This is an optimization exercise on Yosys and OpenROAD, whose aim is small area, a short achievable clock period and few clock cycles, not a production implementation. In this exercise RTL edits were held to simulation tests only and were not proved equivalent to the original. Power figures rest on the tool's default switching activity, not on a simulated workload.

==> run a <==
==> flow/design.v <==
module hxp_stream (
    input  wire        clk,
    input  wire        rst,
    input  wire        in_valid,
    output wire        in_ready,
    input  wire [7:0]  in_data,
    input  wire        in_end,
    output wire        out_valid,
    input  wire        out_ready,
    output wire [31:0] out_addr,
    output wire [7:0]  out_len,
    output wire [7:0]  out_data,
    output wire        out_last,
    output wire        done,
    output wire [3:0]  res_code,
    output wire [31:0] res_line,
    output wire [15:0] res_ext,
    output wire [7:0]  res_calc,
    output wire [7:0]  res_decl,
    output wire [1:0]  res_cause
);
    localparam [10:0] LEAD = 11'd9;      
    localparam [1:0] CAUSE_LENGTH   = 2'd0;
    localparam [1:0] CAUSE_DIGIT    = 2'd1;
    localparam [1:0] CAUSE_EXTSHORT = 2'd2;
    reg        is_hex_in;
    reg [3:0]  val_in;
    always @(*) begin
        is_hex_in = 1'b1;
        val_in    = in_data[3:0];
        if (in_data >= "0" && in_data <= "9")
            val_in = in_data[3:0];
        else if ((in_data >= "A" && in_data <= "F") || (in_data >= "a" && in_data <= "f"))
            val_in = in_data[3:0] + 4'd9;
        else
            is_hex_in = 1'b0;
    end
    wire [7:0] cc_in = {in_data == ":", in_data == 8'h0D, in_data == 8'h0A, is_hex_in, val_in};
    reg        a_valid, b_valid, rdy;
    reg [7:0]  a_cc, b_cc;
    reg        a_end, b_end;
    wire       accept;                      
    wire       pop_in = a_valid && accept;
    wire       take   = in_valid && rdy;
    assign in_ready = rdy;
    always @(posedge clk) begin
        if (rst) begin
            a_valid <= 1'b0;
            b_valid <= 1'b0;
            rdy     <= 1'b1;
        end else if (b_valid) begin
            if (pop_in) begin
                a_cc    <= b_cc;
                a_end   <= b_end;
                b_valid <= 1'b0;
                rdy     <= 1'b1;
            end
        end else if (take) begin
            if (!a_valid || pop_in) begin
                a_valid <= 1'b1;
                a_cc    <= cc_in;
                a_end   <= in_end;
            end else begin
                b_valid <= 1'b1;
                rdy     <= 1'b0;
                b_cc    <= cc_in;
                b_end   <= in_end;
            end
        end else if (pop_in) begin
            a_valid <= 1'b0;
        end
    end
    wire       c_colon = a_cc[7];
    wire       c_cr    = a_cc[6];
    wire       c_lf    = a_cc[5];
    wire       c_hex   = a_cc[4];
    wire [3:0] c_val   = a_cc[3:0];
    localparam [1:0] P_ACT  = 2'd0;   
    localparam [1:0] P_SKIP = 2'd1;   
    localparam [1:0] P_FIN  = 2'd2;   
    localparam [1:0] P_DONE = 2'd3;   
    reg [1:0]  pstate;
    reg        done_r;
    reg [15:0] ext;
    reg [31:0] line_no;
    reg        lo_ff;        
    reg        code3, code1;             
    reg [1:0]  cause;
    reg [12:0] ps;           
    reg        ps_hi;        
    reg        odd;          
    reg        cand;         
    reg        cr12, cr3;    
    reg        bad12;        
    reg        badrest;      
    reg        ge3;          
    reg        lastck;       
    reg        beyond;       
    reg [9:0]  left;         
    reg        left_z;       
    reg [3:0]  hi_nib;
    reg [7:0]  bc, ah, al, ck;
    reg        rt0, rt1, rt4;    
    reg        bc_lt2;           
    reg        cks_ok;           
    reg [7:0]  nsum;         
    reg        alloc;        
    reg [7:0]  s0d;          
    reg [10:0] target;       
    reg        ev_pend;
    reg        e_good;           
    reg [1:0]  e_cause;          
    reg [10:0] busy1;        
    reg [10:0] rsel;         
    reg [3:0]  qt;           
    reg [1:0]  qwp, qrp;
    reg [7:0]  q0, q1, q2, q3;
    reg [7:0]  wdist;        
    reg        wen;          
    reg [4:0]  wsel;         
    reg [7:0]  wdat;
    reg [3:0]  oldt;         
    wire       flushed = !oldt[0];
    reg        rd_armed;
    reg        rd_started;
    reg        rd_missed;
    reg [7:0]  rdist;        
    reg        rdz;          
    reg [7:0]  rd_cnt;       
    reg [7:0]  rec_bc, rec_ah, rec_al;
    reg [15:0] rec_ext;
    reg        ov;
    reg [7:0]  od;
    reg        ol;
    reg [2047:0] ring;
    wire reader_idle = !rd_armed && !ov;
    wire       is_end   = a_end;
    wire       is_lf    = !a_end && c_lf;
    wire       is_chr   = !a_end && !c_lf;
    wire [7:0] cur_byte = {hi_nib, c_val};
    wire       pos0     = ps[0];
    wire       pos12    = ps[1] || ps[2];
    wire       pos_ge3  = !pos0 && !pos12;
    wire       hp_ge10  = ps[10] || ps[11] || ps[12] || ps_hi;
    wire       is_ck_lo = pos_ge3 && !beyond && left_z;
    wire       in_data_rgn = !odd && hp_ge10 && !beyond && !left_z;
    wire       act      = (pstate == P_ACT);
    wire       big      = rsel[8] || rsel[9] || rsel[10];
    wire       do_alloc = cand && ps[9] && rt0;
    wire       do_push  = cand && alloc && in_data_rgn;
    wire       q_full   = qt[3];
    wire       q_nonempty = qt[0];
    wire       guard  = rd_armed && flushed && (!rd_started || rd_missed);
    wire       pop_ok   = (wdist[2:0] == 3'd1) && !guard;
    wire       push_ok  = !q_full || pop_ok;
    assign accept =
        (pstate == P_SKIP) ||
        (act && (is_chr ? !(ev_pend && !pos0 && !ps[1])
                          && !(do_alloc && (q_nonempty || (big && !reader_idle)))
                          && !(do_push && !push_ok)
                        : !ev_pend));
    wire       step = a_valid && accept;
    wire       push = a_valid && act && is_chr && do_push && !ev_pend && push_ok;
    wire       v_cks   = e_good && !cks_ok;
    wire       v_ok    = e_good && cks_ok;
    wire       v_data  = v_ok && rt0;
    wire       v_eof   = v_ok && rt1;
    wire       v_ext   = v_ok && rt4;
    wire       v_xshort = v_ext && bc_lt2;
    wire       v_stop  = !e_good || v_cks || v_eof || v_xshort;
    wire       ev_go   = ev_pend && !(v_data && !reader_idle);
    wire       disp    = ev_go && v_data;
    reg  [7:0] qhead;
    always @(*) begin
        case (qrp)
        2'd0: qhead = q0;
        2'd1: qhead = q1;
        2'd2: qhead = q2;
        default: qhead = q3;
        endcase
    end
    wire       q_pop  = q_nonempty && pop_ok;
    wire       can_load = !ov || out_ready;
    wire       rd_go    = rd_armed && flushed && rdz && can_load;
    wire [7:0] rd_init  = s0d - 8'd1;
    genvar gi;
    generate
        for (gi = 0; gi < 256; gi = gi + 1) begin : g_ring
            localparam integer NXT = (gi + 1) % 256;
            if ((NXT % 8) == 0) begin : g_w
                wire sel = wen && (wsel == NXT / 8);
                always @(posedge clk)
                    ring[gi*8 +: 8] <= sel ? wdat : ring[NXT*8 +: 8];
            end else begin : g_s
                always @(posedge clk)
                    ring[gi*8 +: 8] <= ring[NXT*8 +: 8];
            end
        end
    endgenerate
    always @(posedge clk) begin
        cks_ok <= (nsum == ck);
        target <= {2'b00, bc, 1'b0} + LEAD;
        rsel   <= (busy1 > target) ? busy1 : target;
        if (step && act && is_chr && do_alloc) begin
            s0d   <= rsel[7:0] - 8'd1;
            wdist <= rsel[7:0] - 8'd1;
        end else begin
            s0d   <= s0d - 8'd1;
            wdist <= wdist - (q_pop ? 8'd0 : 8'd1);
        end
        wsel <= wdist[7:3];
        wdat <= qhead;
        if (push) begin
            case (qwp)
            2'd0: q0 <= cur_byte;
            2'd1: q1 <= cur_byte;
            2'd2: q2 <= cur_byte;
            default: q3 <= cur_byte;
            endcase
        end
    end
    always @(posedge clk) begin
        if (rst) begin
            qt     <= 4'd0;
            qwp    <= 2'd0;
            qrp    <= 2'd0;
            wen    <= 1'b0;
            oldt   <= 4'd0;
            busy1  <= 11'd1;
        end else begin
            if (push && !q_pop)
                qt <= {qt[2:0], 1'b1};
            else if (q_pop && !push)
                qt <= {1'b0, qt[3:1]};
            if (push)  qwp <= qwp + 2'd1;
            if (q_pop) qrp <= qrp + 2'd1;
            wen <= q_pop;
            if (disp)
                oldt <= qt;
            else if (wen)
                oldt <= {1'b0, oldt[3:1]};
            if (step && act && is_chr && do_alloc)
                busy1 <= rsel + {3'b000, bc};
            else if (busy1 != 11'd1)
                busy1 <= busy1 - 11'd1;
        end
    end
    always @(posedge clk) begin
        if (disp) begin
            rdist <= rd_init;
            rdz   <= (rd_init == 8'd0);
        end else if (!rd_go) begin
            rdist <= rdist - 8'd1;
            rdz   <= (rdist == 8'd1);
        end
    end
    always @(posedge clk) begin
        if (rst) begin
            rd_armed <= 1'b0;
            ov       <= 1'b0;
            od       <= 8'd0;
            ol       <= 1'b0;
            rec_bc   <= 8'd0;
            rec_ah   <= 8'd0;
            rec_al   <= 8'd0;
            rec_ext  <= 16'd0;
        end else begin
            if (disp) begin
                rec_bc     <= bc;
                rec_ah     <= ah;
                rec_al     <= al;
                rec_ext    <= ext;
                rd_cnt     <= bc;
                rd_started <= 1'b0;
                rd_missed  <= (busy1 <= {3'b000, bc} + 11'd1);
                if (bc == 8'd0) begin
                    ov <= 1'b1;
                    ol <= 1'b1;
                end else begin
                    rd_armed <= 1'b1;
                end
            end else begin
                if (rd_go)
                    rd_started <= 1'b1;
                else if (rd_armed && rdz)
                    rd_missed <= 1'b1;
                if (rd_go) begin
                    ov     <= 1'b1;
                    od     <= ring[7:0];
                    ol     <= (rd_cnt == 8'd1);
                    rd_cnt <= rd_cnt - 8'd1;
                    if (rd_cnt == 8'd1)
                        rd_armed <= 1'b0;
                end else if (out_ready) begin
                    ov <= 1'b0;
                end
            end
        end
    end
    assign out_valid = ov;
    assign out_data  = od;
    assign out_last  = ol;
    assign out_addr  = {rec_ext, rec_ah, rec_al};
    assign out_len   = rec_bc;
    task automatic new_line;
        begin
            ps      <= 13'd1;
            ps_hi   <= 1'b0;
            odd     <= 1'b0;
            beyond  <= 1'b0;
        end
    endtask
    task automatic end_line;
        begin
            line_no[7:0] <= line_no[7:0] + 8'd1;
            if (lo_ff)
                line_no[31:8] <= line_no[31:8] + 24'd1;
            lo_ff     <= (line_no[7:0] == 8'hFE);
            ev_pend   <= cand;
            e_good    <= ge3 && !bad12 && lastck && !badrest;
            e_cause   <= (!ge3 || (!bad12 && !lastck)) ? CAUSE_LENGTH : CAUSE_DIGIT;
            new_line;
        end
    endtask
    always @(posedge clk) begin
        if (rst) begin
            pstate  <= P_ACT;
            done_r  <= 1'b0;
            ev_pend <= 1'b0;
            ext     <= 16'd0;
            line_no <= 32'd0;
            lo_ff   <= 1'b0;
            code3   <= 1'b0;
            code1   <= 1'b0;
            cause   <= 2'd0;
            nsum    <= 8'd0;
            new_line;
        end else begin
            done_r <= 1'b0;
            if (ev_go) begin
                ev_pend <= 1'b0;
                if (v_stop) begin
                    code3 <= !e_good || v_xshort;
                    code1 <= !v_eof;
                    cause <= e_good ? CAUSE_EXTSHORT : e_cause;
                    if (pstate == P_ACT)
                        pstate <= P_SKIP;
                end else if (v_ext) begin
                    ext <= {ah, al};
                end
            end
            case (pstate)
            P_ACT: if (step) begin
                if (is_lf) begin
                    end_line;
                end else if (is_end) begin
                    if (!pos0)
                        end_line;
                    else
                        new_line;
                    pstate <= P_FIN;
                end else begin
                    ps    <= {ps[11:0], 1'b0};
                    ps_hi <= ps_hi || ps[12];
                    odd   <= !odd;
                    if (!pos0 && cand) begin
                        if (pos_ge3 && !beyond) begin
                            left   <= left - 10'd1;
                            left_z <= (left == 10'd1);
                            if (left_z) beyond <= 1'b1;
                        end
                        if (!odd) begin
                            if (ps[2]) begin
                                nsum   <= 8'd0 - cur_byte;
                                left   <= {1'b0, cur_byte, 1'b0} + 10'd7;
                                left_z <= 1'b0;
                            end
                            if (!ps[2] && !beyond && !left_z)
                                nsum <= nsum - cur_byte;
                        end
                    end
                end
            end
            P_SKIP: if (step && is_end) begin
                pstate <= P_FIN;
            end
            P_FIN: if (!ev_pend && reader_idle) begin
                pstate <= P_DONE;
                done_r <= 1'b1;
            end
            default: begin
                pstate  <= P_ACT;
                ext     <= 16'd0;
                line_no <= 32'd0;
            lo_ff   <= 1'b0;
                code3   <= 1'b0;
                code1   <= 1'b0;
                new_line;
            end
            endcase
        end
    end
    wire tryc     = a_valid && act && is_chr && !(ev_pend && !pos0 && !ps[1]);
    wire line_clr = (a_valid && act && !is_chr && !ev_pend) || (pstate == P_DONE);
    always @(posedge clk) begin
        if (rst) begin
            cand    <= 1'b0;
            cr12    <= 1'b0;
            cr3     <= 1'b0;
            bad12   <= 1'b0;
            badrest <= 1'b0;
            ge3     <= 1'b0;
            lastck  <= 1'b0;
            alloc   <= 1'b0;
            ck      <= 8'd0;
        end else if (line_clr) begin
            cand    <= 1'b0;
            cr12    <= 1'b0;
            cr3     <= 1'b0;
            bad12   <= 1'b0;
            badrest <= 1'b0;
            ge3     <= 1'b0;
            lastck  <= 1'b0;
            alloc   <= 1'b0;
        end else if (tryc) begin
            if (pos0) begin
                cand <= c_colon;
            end else if (cand) begin
                if (c_cr) begin
                    if (pos12) cr12 <= 1'b1;
                    else       cr3  <= 1'b1;
                end else begin
                    if (cr12 || (pos12 && !c_hex))   bad12   <= 1'b1;
                    if (cr3 || (pos_ge3 && !c_hex))  badrest <= 1'b1;
                    if (!ps[1])                      ge3     <= 1'b1;
                    lastck <= is_ck_lo;
                end
                if (odd) begin
                    hi_nib <= c_val;
                end else begin
                    if (ps[2]) begin
                        bc     <= cur_byte;
                        bc_lt2 <= (cur_byte < 8'd2);
                    end
                    if (ps[4]) ah <= cur_byte;
                    if (ps[6]) al <= cur_byte;
                    if (ps[8]) begin
                        rt0 <= (cur_byte == 8'h00);
                        rt1 <= (cur_byte == 8'h01);
                        rt4 <= (cur_byte == 8'h04);
                    end
                    if (ps[10] && rt4 && in_data_rgn) ah <= cur_byte;
                    if (ps[12] && rt4 && in_data_rgn) al <= cur_byte;
                    if (is_ck_lo)
                        ck <= cur_byte;
                end
                if (do_alloc)
                    alloc <= 1'b1;
            end
        end
    end
    assign done      = done_r;
    assign res_code  = {code3, 1'b0, code1, 1'b0};
    assign res_line  = line_no;
    assign res_ext   = ext;
    assign res_calc  = nsum;
    assign res_decl  = ck;
    assign res_cause = cause;
endmodule
==> flow/run.sh <==
#!/bin/bash
# synth_recipe.tcl (not shown) runs the flow's synth.tcl, then flattens the netlist and writes it again
# the make line also repeats each setting of config.mk as NAME=value (left out here)
make -C /OpenROAD-flow-scripts/flow DESIGN_CONFIG=/design/flow/config.mk WORK_HOME=/design/flow/orfs CLKGATE_MAP_FILE= SYNTH_SCRIPT=/design/flow/synth_recipe.tcl finish
==> flow/config.mk <==
export PLATFORM = sky130hd
export DESIGN_NAME = hxp_stream
export DESIGN_NICKNAME = hxp_stream
export VERILOG_FILES = /design/flow/design.v
export SDC_FILE = /design/flow/constraint.sdc
export NUM_CORES = 4
export LEC_CHECK = 0
export ABC_AREA = 1
export CAP_MARGIN = 5
export CORE_MARGIN = 2
export CORE_UTILIZATION = 40
export CTS_BUF_LIST = sky130_fd_sc_hd__clkbuf_16 sky130_fd_sc_hd__clkbuf_8
export CTS_CLUSTER_DIAMETER = 100
export CTS_CLUSTER_SIZE = 30
export PLACE_DENSITY = 0.6
export SETUP_SLACK_MARGIN = 3.9
export SLEW_MARGIN = 5
==> flow/constraint.sdc <==
create_clock -name core_clock -period 6.5 [get_ports {clk}]
set_input_delay 1.3000 -clock core_clock [delete_from_list [all_inputs] [get_ports {clk}]]
set_output_delay 1.3000 -clock core_clock [all_outputs]
set_load 0.01 [all_outputs]
==> run b (differences from run a) <==
--- a/flow/design.v
+++ b/flow/design.v
@@ -20,5 +20,5 @@
     output wire [1:0]  res_cause
 );
-    localparam [10:0] LEAD = 11'd9;      
+    localparam [9:0]  LEAD = 10'd9;      
     localparam [1:0] CAUSE_LENGTH   = 2'd0;
     localparam [1:0] CAUSE_DIGIT    = 2'd1;
@@ -107,10 +107,9 @@
     reg        alloc;        
     reg [7:0]  s0d;          
-    reg [10:0] target;       
     reg        ev_pend;
     reg        e_good;           
     reg [1:0]  e_cause;          
-    reg [10:0] busy1;        
-    reg [10:0] rsel;         
+    reg [9:0]  busy1;        
+    reg [9:0]  rsel;         
     reg [3:0]  qt;           
     reg [1:0]  qwp, qrp;
@@ -146,5 +145,6 @@
     wire       in_data_rgn = !odd && hp_ge10 && !beyond && !left_z;
     wire       act      = (pstate == P_ACT);
-    wire       big      = rsel[8] || rsel[9] || rsel[10];
+    wire       big      = rsel[8] || rsel[9];
+    wire [9:0] target   = {1'b0, bc, 1'b0} + LEAD;
     wire       do_alloc = cand && ps[9] && rt0;
     wire       do_push  = cand && alloc && in_data_rgn;
@@ -200,5 +200,4 @@
     always @(posedge clk) begin
         cks_ok <= (nsum == ck);
-        target <= {2'b00, bc, 1'b0} + LEAD;
         rsel   <= (busy1 > target) ? busy1 : target;
         if (step && act && is_chr && do_alloc) begin
@@ -227,5 +226,5 @@
             wen    <= 1'b0;
             oldt   <= 4'd0;
-            busy1  <= 11'd1;
+            busy1  <= 10'd1;
         end else begin
             if (push && !q_pop)
@@ -241,7 +240,9 @@
                 oldt <= {1'b0, oldt[3:1]};
             if (step && act && is_chr && do_alloc)
-                busy1 <= rsel + {3'b000, bc};
-            else if (busy1 != 11'd1)
-                busy1 <= busy1 - 11'd1;
+                busy1 <= rsel + {2'b00, bc};
+            else if (pstate == P_DONE || busy1 == 10'd1)
+                busy1 <= 10'd1;
+            else
+                busy1 <= busy1 - 10'd1;
         end
     end
@@ -273,5 +274,5 @@
                 rd_cnt     <= bc;
                 rd_started <= 1'b0;
-                rd_missed  <= (busy1 <= {3'b000, bc} + 11'd1);
+                rd_missed  <= (busy1 <= {2'b00, bc} + 10'd1);
                 if (bc == 8'd0) begin
                     ov <= 1'b1;
Settings changed: CAP_MARGIN 5 to 20, CORE_UTILIZATION 40 to 45, CTS_CLUSTER_SIZE 30 to 28, GPL_ROUTABILITY_DRIVEN set to 0, PLACE_DENSITY 0.6 to 0.68, SLEW_MARGIN 5 to 20.
==> run c (differences from run a) <==
Settings changed: CAP_MARGIN 5 to 20, CTS_CLUSTER_SIZE 30 to 28, SETUP_SLACK_MARGIN 3.9 to 4.5, SLEW_MARGIN 5 to 20, TNS_END_PERCENT set to 20.
==> comparison <==
Global-route usage: run a < run c < run b.
Via count: run b < run a < run c.
Of run a and run c, run c has the higher final cell count (gap about 1.2%, measured against run c).
The lowest fmax belongs to run c, the highest to run b.
Of run b and run c, run c has the higher synthesized cell count (gap 0.43%, measured against run c).
==> figures <==
item	run a	run b	run c
Relative slew margins	0.351	0.355	0.296
Met2 routing resource usage after global routing	0.206	0.227	0.213
Sequential share of cell area	0.737	0.744	0.718
Share of power burned in combinational logic	0.075	0.079	0.092
Well Taps	1944	1755	1944
Worst min-delay path endpoint	ring[1505]	ring[1553]	ring[2001]
Startpoint of the worst setup timing path	ext[3]	line_no[20]	line_no[8]
# Post-CTS Setup Buffers	76	72	120
Share of the yosys chip area belonging to registers	0.816	0.819	0.816
Biggest cell delay along the critical path	0.41 ns	0.41 ns	0.38 ns
Result of the run	finished clean	finished clean	finished clean
Cell Int Power	18200 µW	18300 µW	18600 µW
Testbench counts of run a, summed over its fixed seeds: cycles 85,465.
Testbench counts of run b, summed over its fixed seeds: cycles 85,465.
Testbench counts of run c, summed over its fixed seeds: cycles 85,465.

==> port drivers added, routing unchanged <==
In the flow no input, the clock included, has a driving cell. The finished layouts below were timed again as built, in two steps. Step 1 sets driving cells, clkbuf_16 on the clock port and buf_2 on the other inputs (assumed; they add their load-dependent delay and slew). Step 2 also shifts input and output timing later by t, the mid clock arrival at the registers, as if the neighbouring blocks saw the same clock. Slacks: ideal ports / drivers / drivers and shift; pairs: ideal ports / drivers.
| run | shift t [ns] | setup slack, ns | worst hold slack (ns) | slew at the worst register clock pin (ns) | cell pins on the clock port's net |
|---|---|---|---|---|---|
| run a | 0.791 | 3.942 / 3.867 / 3.266 | 0.302 / 0.302 / 0.302 | 0.12 / 0.12 | 1 |
| run b | 0.782 | 3.951 / 3.885 / 3.311 | 0.300 / 0.300 / 0.300 | 0.12 / 0.12 | 1 |
| run c | 0.811 | 3.930 / 3.854 / 3.363 | 0.308 / 0.308 / 0.308 | 0.12 / 0.12 | 1 |
After both steps every run listed still meets setup and hold. For run a, which loses most, drivers alone change the setup slack by -0.075 ns; drivers and shift together by -0.676 ns.
